Context: an optimization exercise on an open-source flow, tuned for small area. The choices shown serve that exercise and are no tape-out recipe.
In this exercise RTL edits were held to simulation tests only and were not proved equivalent to the original.
No activity file was given, so power comes from the tool's default toggle rates.

## design.v

```verilog
module rds_decoder (
    input  wire        clk,
    input  wire        rst,         
    input  wire        cmd_valid,
    input  wire [1:0]  cmd_op,
    input  wire        rdsr,
    input  wire [15:0] blk_a,
    input  wire [15:0] blk_b,
    input  wire [15:0] blk_c,
    input  wire [15:0] blk_d,
    input  wire [6:0]  rd_addr,
    output wire [7:0]  rd_data,
    output reg         result,
    output wire [5:0]  pty,
    output wire        edge_state,
    output wire        text_ab
);
    reg [63:0]  ps;         
    reg [511:0] rt;         
    reg [511:0] wip;        
    reg         ab_q;       
    reg [5:0]   pty_q;      
    reg         armed_q;    
    assign pty        = pty_q;
    assign edge_state = armed_q;
    assign text_ab    = ab_q;
    wire [23:0] wip_ld, wip_hold;
    wire [3:0]  ps_ld, ps_hold;
    wire        rt_ld, rt_hold;
    wire [31:0] lanes;
    wire        clr, ab_ld, pty_ld, result_ld, result_d, armed_d;
    rds_ctrl u_ctrl (
        .rst       (rst),
        .cmd_valid (cmd_valid),
        .cmd_op    (cmd_op),
        .rdsr      (rdsr),
        .blk_b     (blk_b),
        .blk_c     (blk_c),
        .blk_d     (blk_d),
        .ab_q      (ab_q),
        .armed_q   (armed_q),
        .wip_ld    (wip_ld),
        .wip_hold  (wip_hold),
        .ps_ld     (ps_ld),
        .ps_hold   (ps_hold),
        .rt_ld     (rt_ld),
        .rt_hold   (rt_hold),
        .lanes     (lanes),
        .clr       (clr),
        .ab_ld     (ab_ld),
        .pty_ld    (pty_ld),
        .result_ld (result_ld),
        .result_d  (result_d),
        .armed_d   (armed_d)
    );
    genvar b, u;
    generate
        for (b = 0; b < 64; b = b + 1) begin : g_txt
            localparam integer UNIT = (b < 32) ? (b >> 1) : (16 + ((b - 32) >> 2));
            always @(posedge clk) begin
                wip[8*b +: 8] <= (wip[8*b +: 8] & {8{wip_hold[UNIT]}}) |
                                 (lanes[8*(b % 4) +: 8] & {8{wip_ld[UNIT]}});
                rt[8*b +: 8]  <= (rt[8*b +: 8] & {8{rt_hold}}) |
                                 (wip[8*b +: 8] & {8{rt_ld}});
            end
        end
        for (u = 0; u < 4; u = u + 1) begin : g_ps
            always @(posedge clk) begin
                ps[16*u +: 16] <= (ps[16*u +: 16] & {16{ps_hold[u]}}) |
                                  ({blk_d[7:0], blk_d[15:8]} & {16{ps_ld[u]}});
            end
        end
    endgenerate
    always @(posedge clk) begin
        if (clr) begin
            ab_q  <= 1'b0;
            pty_q <= 6'h3F;
        end else begin
            if (ab_ld)
                ab_q <= blk_b[4];
            if (pty_ld)
                pty_q <= {1'b0, blk_b[9:5]};
        end
    end
    always @(posedge clk) begin
        armed_q <= armed_d;
        if (result_ld)
            result <= result_d;
    end
    wire [71:0] rd_sel;
    rds_rdsel u_rdsel (
        .rd_addr (rd_addr),
        .sel     (rd_sel)
    );
    rds_rdmux u_rdmux (
        .data ({ps, rt}),
        .sel  (rd_sel),
        .q    (rd_data)
    );
endmodule
module rds_ctrl (
    input  wire        rst,
    input  wire        cmd_valid,
    input  wire [1:0]  cmd_op,
    input  wire        rdsr,
    input  wire [15:0] blk_b,
    input  wire [15:0] blk_c,
    input  wire [15:0] blk_d,
    input  wire        ab_q,
    input  wire        armed_q,
    output wire [23:0] wip_ld,
    output wire [23:0] wip_hold,
    output wire [3:0]  ps_ld,
    output wire [3:0]  ps_hold,
    output wire        rt_ld,
    output wire        rt_hold,
    output wire [31:0] lanes,
    output wire        clr,
    output wire        ab_ld,
    output wire        pty_ld,
    output wire        result_ld,
    output wire        result_d,
    output wire        armed_d
);
    wire dec_g0_n, dec_2a, dec_2b, rt_clr;
    rds_cmdec u_cmdec (
        .rst       (rst),
        .cmd_valid (cmd_valid),
        .cmd_op    (cmd_op),
        .rdsr      (rdsr),
        .gc        (blk_b[15:11]),
        .ab        (blk_b[4]),
        .ab_q      (ab_q),
        .armed_q   (armed_q),
        .clr       (clr),
        .dec_g0_n  (dec_g0_n),
        .dec_2a    (dec_2a),
        .dec_2b    (dec_2b),
        .rt_ld     (rt_ld),
        .rt_hold   (rt_hold),
        .rt_clr    (rt_clr),
        .result_ld (result_ld),
        .result_d  (result_d),
        .armed_d   (armed_d)
    );
    assign ab_ld  = rt_ld;
    assign pty_ld = !dec_g0_n;
    wire [7:0] cr_chi, cr_clo;
    rds_cr u_cr0 (.ch (blk_c[15:8]), .q (cr_chi));
    rds_cr u_cr1 (.ch (blk_c[7:0]),  .q (cr_clo));
    rds_cr u_cr2 (.ch (blk_d[15:8]), .q (lanes[23:16]));
    rds_cr u_cr3 (.ch (blk_d[7:0]),  .q (lanes[31:24]));
    wire gc0_n = !blk_b[11];    
    genvar u;
    generate
        for (u = 0; u < 8; u = u + 1) begin : g_lane
            rds_ao22 u_m0 (.a1 (gc0_n), .b1 (cr_chi[u]), .a2 (blk_b[11]), .b2 (lanes[16 + u]),
                           .y (lanes[u]));
            rds_ao22 u_m1 (.a1 (gc0_n), .b1 (cr_clo[u]), .a2 (blk_b[11]), .b2 (lanes[24 + u]),
                           .y (lanes[8 + u]));
        end
    endgenerate
    wire [3:0]  s10_n, s32_n;
    wire [15:0] seg_oh;
    rds_dec2n u_s10 (.a (blk_b[1:0]), .y_n (s10_n));
    rds_dec2n u_s32 (.a (blk_b[3:2]), .y_n (s32_n));
    generate
        for (u = 0; u < 16; u = u + 1) begin : g_seg
            rds_nor2 u_oh (.a (s10_n[u % 4]), .b (s32_n[u / 4]), .y (seg_oh[u]));
        end
        for (u = 0; u < 16; u = u + 1) begin : g_lo
            rds_ao22 u_ld (.a1 (dec_2a), .b1 (seg_oh[u / 2]),
                           .a2 (dec_2b), .b2 (seg_oh[u]), .y (wip_ld[u]));
        end
        for (u = 0; u < 8; u = u + 1) begin : g_hi
            rds_and2 u_ld (.a (dec_2a), .b (seg_oh[8 + u]), .y (wip_ld[16 + u]));
        end
        for (u = 0; u < 24; u = u + 1) begin : g_hold
            rds_nor2 u_hold (.a (rt_clr), .b (wip_ld[u]), .y (wip_hold[u]));
        end
        for (u = 0; u < 4; u = u + 1) begin : g_ps
            rds_nor2 u_ld (.a (dec_g0_n), .b (s10_n[u]), .y (ps_ld[u]));
            rds_nor2 u_hold (.a (clr), .b (ps_ld[u]), .y (ps_hold[u]));
        end
    endgenerate
endmodule
module rds_cmdec (
    input  wire       rst,
    input  wire       cmd_valid,
    input  wire [1:0] cmd_op,
    input  wire       rdsr,
    input  wire [4:0] gc,
    input  wire       ab,
    input  wire       ab_q,
    input  wire       armed_q,
    output wire       clr,
    output wire       dec_g0_n,
    output wire       dec_2a,
    output wire       dec_2b,
    output wire       rt_ld,
    output wire       rt_hold,
    output wire       rt_clr,       
    output wire       result_ld,
    output wire       result_d,
    output wire       armed_d
);
    localparam [1:0] CMD_DECODE = 2'd0;
    localparam [1:0] CMD_POLL   = 2'd1;
    localparam [1:0] CMD_RESET  = 2'd2;
    wire is_g0   = (gc[4:1] == 4'd0);      
    wire is_g2   = (gc[4:1] == 4'd2);      
    wire handled = is_g0 || is_g2;
    wire cmd_decode = cmd_valid && (cmd_op == CMD_DECODE);
    wire cmd_poll   = cmd_valid && (cmd_op == CMD_POLL);
    wire cmd_reset  = cmd_valid && (cmd_op == CMD_RESET);
    wire poll_edge  = cmd_poll && !armed_q && rdsr;
    wire dec        = !rst && (cmd_decode || poll_edge);
    wire dec_g2     = dec && is_g2;
    assign clr      = rst || cmd_reset;
    assign dec_g0_n = !(dec && is_g0);
    assign dec_2a   = dec_g2 && !gc[0];
    assign dec_2b   = dec_g2 && gc[0];
    assign rt_ld    = dec_g2 && (ab != ab_q);
    assign rt_clr   = rt_ld || clr;
    assign rt_hold  = !rt_clr;
    assign result_ld = rst || (cmd_valid && cmd_op != 2'd3);
    assign result_d  = !rst && (cmd_op == CMD_DECODE ? handled :
                                cmd_op == CMD_POLL   ? poll_edge : 1'b1);
    assign armed_d   = !rst && (cmd_poll ? rdsr : armed_q);
endmodule
module rds_cr (
    input  wire [7:0] ch,
    output wire [7:0] q
);
    wire hi_any, lo_ok, not_cr;
    rds_or4   u_hi (.a (ch[7]), .b (ch[6]), .c (ch[5]), .d (ch[4]), .y (hi_any));
    rds_nor2  u_lo (.a (hi_any), .b (ch[1]), .y (lo_ok));
    rds_nand4 u_cr (.a (lo_ok), .b (ch[3]), .c (ch[2]), .d (ch[0]), .y (not_cr));
    rds_and2  u_b3 (.a (ch[3]), .b (not_cr), .y (q[3]));
    rds_and2  u_b2 (.a (ch[2]), .b (not_cr), .y (q[2]));
    rds_and2  u_b0 (.a (ch[0]), .b (not_cr), .y (q[0]));
    assign q[7:4] = ch[7:4];
    assign q[1]   = ch[1];
endmodule
module rds_dec2n (
    input  wire [1:0] a,
    output wire [3:0] y_n
);
    assign y_n = ~(4'b0001 << a);
endmodule
module rds_rdsel (
    input  wire [6:0]  rd_addr,
    output wire [71:0] sel      
);
    wire [7:0] lo_n = ~(8'b1 << rd_addr[2:0]);
    wire [8:0] grp_n;
    assign grp_n[7:0] = ~({8{rd_addr[6]}} & (8'b1 << rd_addr[5:3]));
    assign grp_n[8]   = !(rd_addr[6:3] == 4'd0);
    genvar g, m;
    generate
        for (g = 0; g < 9; g = g + 1) begin : g_grp
            for (m = 0; m < 8; m = m + 1) begin : g_lo
                rds_nor2 u_sel (.a (grp_n[g]), .b (lo_n[m]), .y (sel[8*g + m]));
            end
        end
    endgenerate
endmodule
module rds_rdmux (
    input  wire [575:0] data,
    input  wire [71:0]  sel,
    output wire [7:0]   q
);
    genvar k, g;
    generate
        for (k = 0; k < 8; k = k + 1) begin : g_bit
            wire [23:0] grp_n;      
            wire [5:0]  quad;       
            wire [2:0]  pair_n;
            for (g = 0; g < 24; g = g + 1) begin : g_grp
                rds_aoi222 u_aoi (
                    .a1 (sel[3*g]),     .b1 (data[8*(3*g) + k]),
                    .a2 (sel[3*g + 1]), .b2 (data[8*(3*g + 1) + k]),
                    .a3 (sel[3*g + 2]), .b3 (data[8*(3*g + 2) + k]),
                    .y  (grp_n[g])
                );
            end
            for (g = 0; g < 6; g = g + 1) begin : g_quad
                rds_nand4 u_nand (
                    .a (grp_n[4*g]), .b (grp_n[4*g + 1]),
                    .c (grp_n[4*g + 2]), .d (grp_n[4*g + 3]),
                    .y (quad[g])
                );
            end
            for (g = 0; g < 3; g = g + 1) begin : g_pair
                rds_nor2 u_nor (.a (quad[2*g]), .b (quad[2*g + 1]), .y (pair_n[g]));
            end
            rds_nand3 u_out (.a (pair_n[0]), .b (pair_n[1]), .c (pair_n[2]), .y (q[k]));
        end
    endgenerate
endmodule
module rds_aoi222 (
    input  wire a1, b1, a2, b2, a3, b3,
    output wire y
);
    assign y = ~((a1 & b1) | (a2 & b2) | (a3 & b3));
endmodule
module rds_nand4 (
    input  wire a, b, c, d,
    output wire y
);
    assign y = ~(a & b & c & d);
endmodule
module rds_nor2 (
    input  wire a, b,
    output wire y
);
    assign y = ~(a | b);
endmodule
module rds_nand3 (
    input  wire a, b, c,
    output wire y
);
    assign y = ~(a & b & c);
endmodule
module rds_ao22 (
    input  wire a1, b1, a2, b2,
    output wire y
);
    assign y = (a1 & b1) | (a2 & b2);
endmodule
module rds_and2 (
    input  wire a, b,
    output wire y
);
    assign y = a & b;
endmodule
module rds_or4 (
    input  wire a, b, c, d,
    output wire y
);
    assign y = a | b | c | d;
endmodule
```

## flow/run.sh

```bash
#!/bin/bash
# Layout flow: the standard flow (the standard.sh, standard synthesis
# unchanged) with two layout choices changed:
#  - clock tree: clkbuf_16 buffers, larger sink clusters, no dummy loads;
#  - port buffers: every input and output port still gets a buffer, but
#    the smallest one (buf_1).
# Each tool's output goes to standard.log in this folder.
set -e
export CTS_ARGS="-sink_clustering_enable -repair_clock_nets -buf_list sky130_fd_sc_hd__clkbuf_16 -sink_clustering_size 30 -sink_clustering_max_diameter 70 -dont_use_dummy_load"
export BUFFER_PORTS_ARGS="-buffer_cell sky130_fd_sc_hd__buf_1"
bash standard.sh > standard.log 2>&1
```

## standard.sh

```bash
#!/bin/bash
# synth_recipe.tcl (not shown) runs the flow's synth.tcl, then flattens the netlist and writes it again
# the make line also repeats each setting of config.mk as NAME=value (left out here)
make -C /OpenROAD-flow-scripts/flow DESIGN_CONFIG=/design/flow/config.mk WORK_HOME=/design/flow/orfs CLKGATE_MAP_FILE= SYNTH_SCRIPT=/design/flow/synth_recipe.tcl "${@:-finish}"
```

## config.mk

```make
export PLATFORM = sky130hd
export DESIGN_NAME = rds_decoder
export DESIGN_NICKNAME = rds_decoder
export VERILOG_FILES = /design/flow/design.v
export SDC_FILE = /design/flow/constraint.sdc
export NUM_CORES = 4
export LEC_CHECK = 0
export CAP_MARGIN = 20
export CORE_MARGIN = 2
export CORE_UTILIZATION = 70
export PLACE_DENSITY = 0.85
export SLEW_MARGIN = 20
export SYNTH_HIERARCHICAL = 1
```

## constraint.sdc

```tcl
create_clock -name core_clock -period 10.0 [get_ports {clk}]
set_input_delay 2.0000 -clock core_clock [delete_from_list [all_inputs] [get_ports {clk}]]
set_output_delay 2.0000 -clock core_clock [all_outputs]
set_load 0.01 [all_outputs]
```

==> reports/results.env <==
GLOBALROUTEMET3UTIL_PCT=6.80
DIE_AREA_MM2=0.0553
POWER.IR.VDD_WORST_mV=0.178
YS.WARNINGS.COUNT=7
WORST-PATH-MAX-FANOUT=9
DRC_MARKER_COUNT_FROM_THE_FIRST_DETAILED_ROUTE_ITERATION=4877
GRT.OVERFLOW.TOTAL=0
FINAL_SETUP_VIOLATION_COUNT=0
LEAKAGE_nW=14.2
CTS_BUFFERS=45
REPORT.POWER.TOTAL_mW=6.76
SYNTH-SEQ-AREA-SHARE_PCT=58.7
LAYOUT.NETS=2961
MAX_FREQ_MHz=137
ASYNC_RESET_FF_SHARE_PCT=0
STD_CELL_ROWS=84
TIMING.FINAL.CRIT_PERIOD_PS=7310
NUMBER_OF_MAX_SLEW_VIOLATIONS_IN_THE_FINAL_REPORT=0
SYNTH.MOST_COMMON_CELL='a22o_1'
RESULT_OF_THE_RUN='complete, no violations'
WORST-ENDPOINT-ARRIVAL_PS=5310
WORSTSETUPENDPOINTTYPE='output pin'
DETAILED_ROUTE_VIAS_PER_INSTANCE=7.77
HOLD_VIOL=0
GRT_MOST_USED_LAYER='met2'
GRT_FIRST_PASS_WIRELENGTH_UM=160000
GRT.MET1_USAGE_PCT=50.9
LARGEST_NET_DEGREE_AT_THE_START_OF_GLOBAL_ROUTING=253
INITIAL_ANTENNA_VIOLATION_COUNT=4
CRITPATHSLOWESTCELL='nand3b_1'
SYNTH_AREA_MM2=0.0374
GLOBALROUTEMET2UTIL_PCT=56.4
SLOWEST_DELAY_PS=810
CLOCK_TREE.BUFFER_DEPTH=3
SETUP_TNS_PS=0
GRT_USE_TOTAL_PCT=37.2
CLK-INSERTION-DELAY-LATE_PS=650
POSTROUTEANTENNANETS=0
LAYOUT_WORST_PATH_CYCLE_SHARE_PCT=73.1
TIMING.CRITICAL_PATH.BUF_INV=2
CPLARGESTDELAYFAMILY='simple AND/OR/NAND/NOR gates'
POSTSYNTHNETCOUNT=3109
TIMING.CLOCK.SKEW_PS=53.7
WORST-SLEW-PIN-TRANSITION_PS=1160
FIRST_GLOBAL_VIAS=26143
FINISH.INSTANCE_AREA_MM2=0.0381
CP_CELL_SEQUENCE='buf_1 > nand3b_1 > nor2_1 > a222oi_1 > nand4_1 > nor2_1 > nand3_1 > buf_1'
WORST_EP_REQUIRED_TIME_PS=8000
MAX_CAP_VIOL_COUNT=0
CTS_SETUP_BUFFERS=0
DETAIL_ROUTE.WL_PER_CELL_UM=30.0
CTS_TREE='built'
LAYOUT_CELLS_SIZED_ABOVE_1_PCT=5.00
SYNTH_LARGEST_TYPE_AREA_FRACTION_PCT=58.6
MAX-SLEW-MARGIN-REL_PCT=22.4
I_O_PINS=94
CTS_SINKS=1097
GP_CONGESTION=0.915
STARTING_DENSITY_OF_THE_CORE_PCT=70.9
AVERAGE_SIZE_OF_A_MAPPED_CELL_UM2=12.3
SYNTH.DISTINCT_CELLS=39
SYNTHTOPCELLSBYAREA='dfxtp_1 59%, a22o_1 26%, a222oi_1 5.1%, buf_6 2.7%, buf_2 1.7%'
WORST_SETUP_PATH_START_KIND='input port'
DP_HPWL_UM=62600
PLACED_CELL_AREA_MM2=0.0369
NETLIST.TOP_CELL.BY_AREA='dfxtp_1'
POWER.DENSITY_mW_PER_MM2=178
POSTSYNTHREGISTERBITS=1097
AREA_GROWTH_SYN_TO_LAYOUT_PCT=1.78
CTS_MAX_LEVEL=2
SYNTH_COMMONEST_CELLS='1120 x a22o_1, 1096 x dfxtp_1, 192 x a222oi_1'
CORE_AREA_MM2=0.0528
PLACEMENT.IO_BUFFERS=76
SYNTH_CELLS=3032
CTS_ROOT_BUF='clkbuf_16'
CTS-HOLD-FIX-BUFFERS=0
RSZ0062_AT_GRT='no'
ROUTE.VIAS.TOTAL=27760
CTSRESIZECOUNT=0
HOLD_PATH.CLASS='flip-flop to flip-flop'
DRT-TOTAL-WL_UM=107000
NUMBER_OF_FLOPS_MAPPED_TO_ENABLE_CELLS_BY_YOSYS=1
CLK_TRANSITION_REPORTED_PATHS_PS=110
CRITICAL_PATH_CLASS='input port to output pin'
DRT_PASS1_ITERATIONS=9
YS.FLOP_TYPE='dfxtp_1'
FLOORPLAN.DIE.WIDTH_UM=235
REMAINING_DRC_ERRORS=0
CHIPHEIGHT_UM=235
-- final cells by class --
class	count	area [µm²]
inverters	4	15.0
multi-input cells	1603	13300
flip-flops and latches	1097	22000
clock buffers	45	1130
repair buffers	133	771
diodes	3	7.51
well taps	688	861
fillers	3624	14700
-- layout by cell type, fill, tap and decap left out, types with 2 or more instances in the layout --
cell type | netlist | layout
inv_1 | 4 | 4
nand3_1 | 9 | 9
nand4bb_1 | 3 | 3
nand2_1 | 5 | 5
or4_1 | 5 | 5
nand2b_1 | 6 | 6
nor2_1 | 150 | 129
nor2b_1 | 5 | 5
a222oi_1 | 192 | 192
dfxtp_1 | 1096 | 1096
buf_4 | 30 | 54
or2_1 | 2 | 2
and2_1 | 20 | 20
nand4_1 | 54 | 54
clkbuf_2 | 0 | 10
a22o_2 | 0 | 3
nor2_2 | 0 | 20
buf_12 | 0 | 2
nand4b_1 | 3 | 3
clkbuf_16 | 0 | 45
a21o_1 | 2 | 2
nand3b_1 | 3 | 3
a22o_1 | 1120 | 1117
buf_1 | 0 | 66
diode_2 | 0 | 3
or3b_2 | 3 | 3
a211o_1 | 5 | 5
-- registers in the layout, summed over array words and instances (netlist names) --
name,cells
rt,512
ps,64
pty_q,6
ab_q,1
wip,512
armed_q,1
result,1
-- stage by stage --
stage | setup WS, ps | util (%) | cells | hold WS (ps)
global route | 2830 | 72.2 | 3572 | 453
global placement | 3100 | 69.9 | 3520 | 433
finish | 2690 | 72.2 | 3573 | 437
floorplan | 4620 | - | 3032 | 438
CTS | 3010 | 72.0 | 3566 | 442
detailed placement | 3010 | 69.9 | 3521 | 450
-- final timing paths --
check	slack (ps)	endpoint	depth (start not counted)	startpoint
max	2690	rd_data[6]	8	rd_addr[0]
min	440	rt[88]	1	wip[88]
max reg2reg	6240	wip[57]	7	armed_q
min reg2reg	440	rt[88]	1	wip[88]
-- per-module statistics from Yosys (local to each module, per instance), a selection --
module / area [µm²] / flops+latches / cells inside
rds_cmdec: 166 / 0 / 22
rds_cr: 37.5 / 0 / 5
rds_dec2n: 22.5 / 0 / 4
rds_aoi222: 10.0 / 0 / 1
rds_nand4: 6.26 / 0 / 1
rds_and2: 6.26 / 0 / 1
rds_nand3: 5.00 / 0 / 1
rds_nor2: 3.75 / 0 / 1
-- cells by family (layout without fill, tap and decap cells) --
group                  Yosys count  after routing  share of synthesized area (%)
flip-flops                    1097           1097                           58.7
buffers and inverters          332            182                           5.87
XOR/XNOR                         1              1                         0.0234
AO/OA/AOI/OAI                 1326           1326                           31.7
multiplexers                     1              1                         0.0267
AND/OR/NAND/NOR                275            275                           3.67
other                            0              3                              0
-- per-layer routing --
metal | routed length (µm) | part of all wire, %
met1 | 42000 | 39
met3 | 11900 | 11
met4 | 6140 | 5.7
met5 | 0 | 0
met2 | 47100 | 44
-- power by group --
part	total [mW]	leakage, nW	switching (mW)	internal (mW)
Combinational	0.298	4.77	0.256	0.0418
Sequential	4.37	8.83	0.000912	4.37
Clock	2.10	0.555	1.28	0.812
Total	6.76	14.2	1.54	5.22

==> re-timing with driven ports <==
Ports are ideal in the flow. The routed layout listed here was re-timed in OpenROAD. Step 1 sets driving cells, clkbuf_16 on the clock port and buf_2 on the other inputs (assumed; they add their load-dependent delay and slew). Step 2 times the ports against the registers' clock, not the clock port: input delays grow and output delays shrink by t, the midpoint of the rising clock arrivals with the driver on. Slacks: ideal / step 1 / step 2; pairs: ideal / step 1.
shift t [ns]: 0.689
slack for setup (ns): 2.692 / 2.626 / 2.626
slew at the worst register clock pin (ns): 0.11 / 0.11
worst slew at a driven data input, ns: 0.10
After both steps setup and hold are still met in this run. For this run, drivers alone change the setup slack by -0.066 ns; drivers and shift together by -0.066 ns.
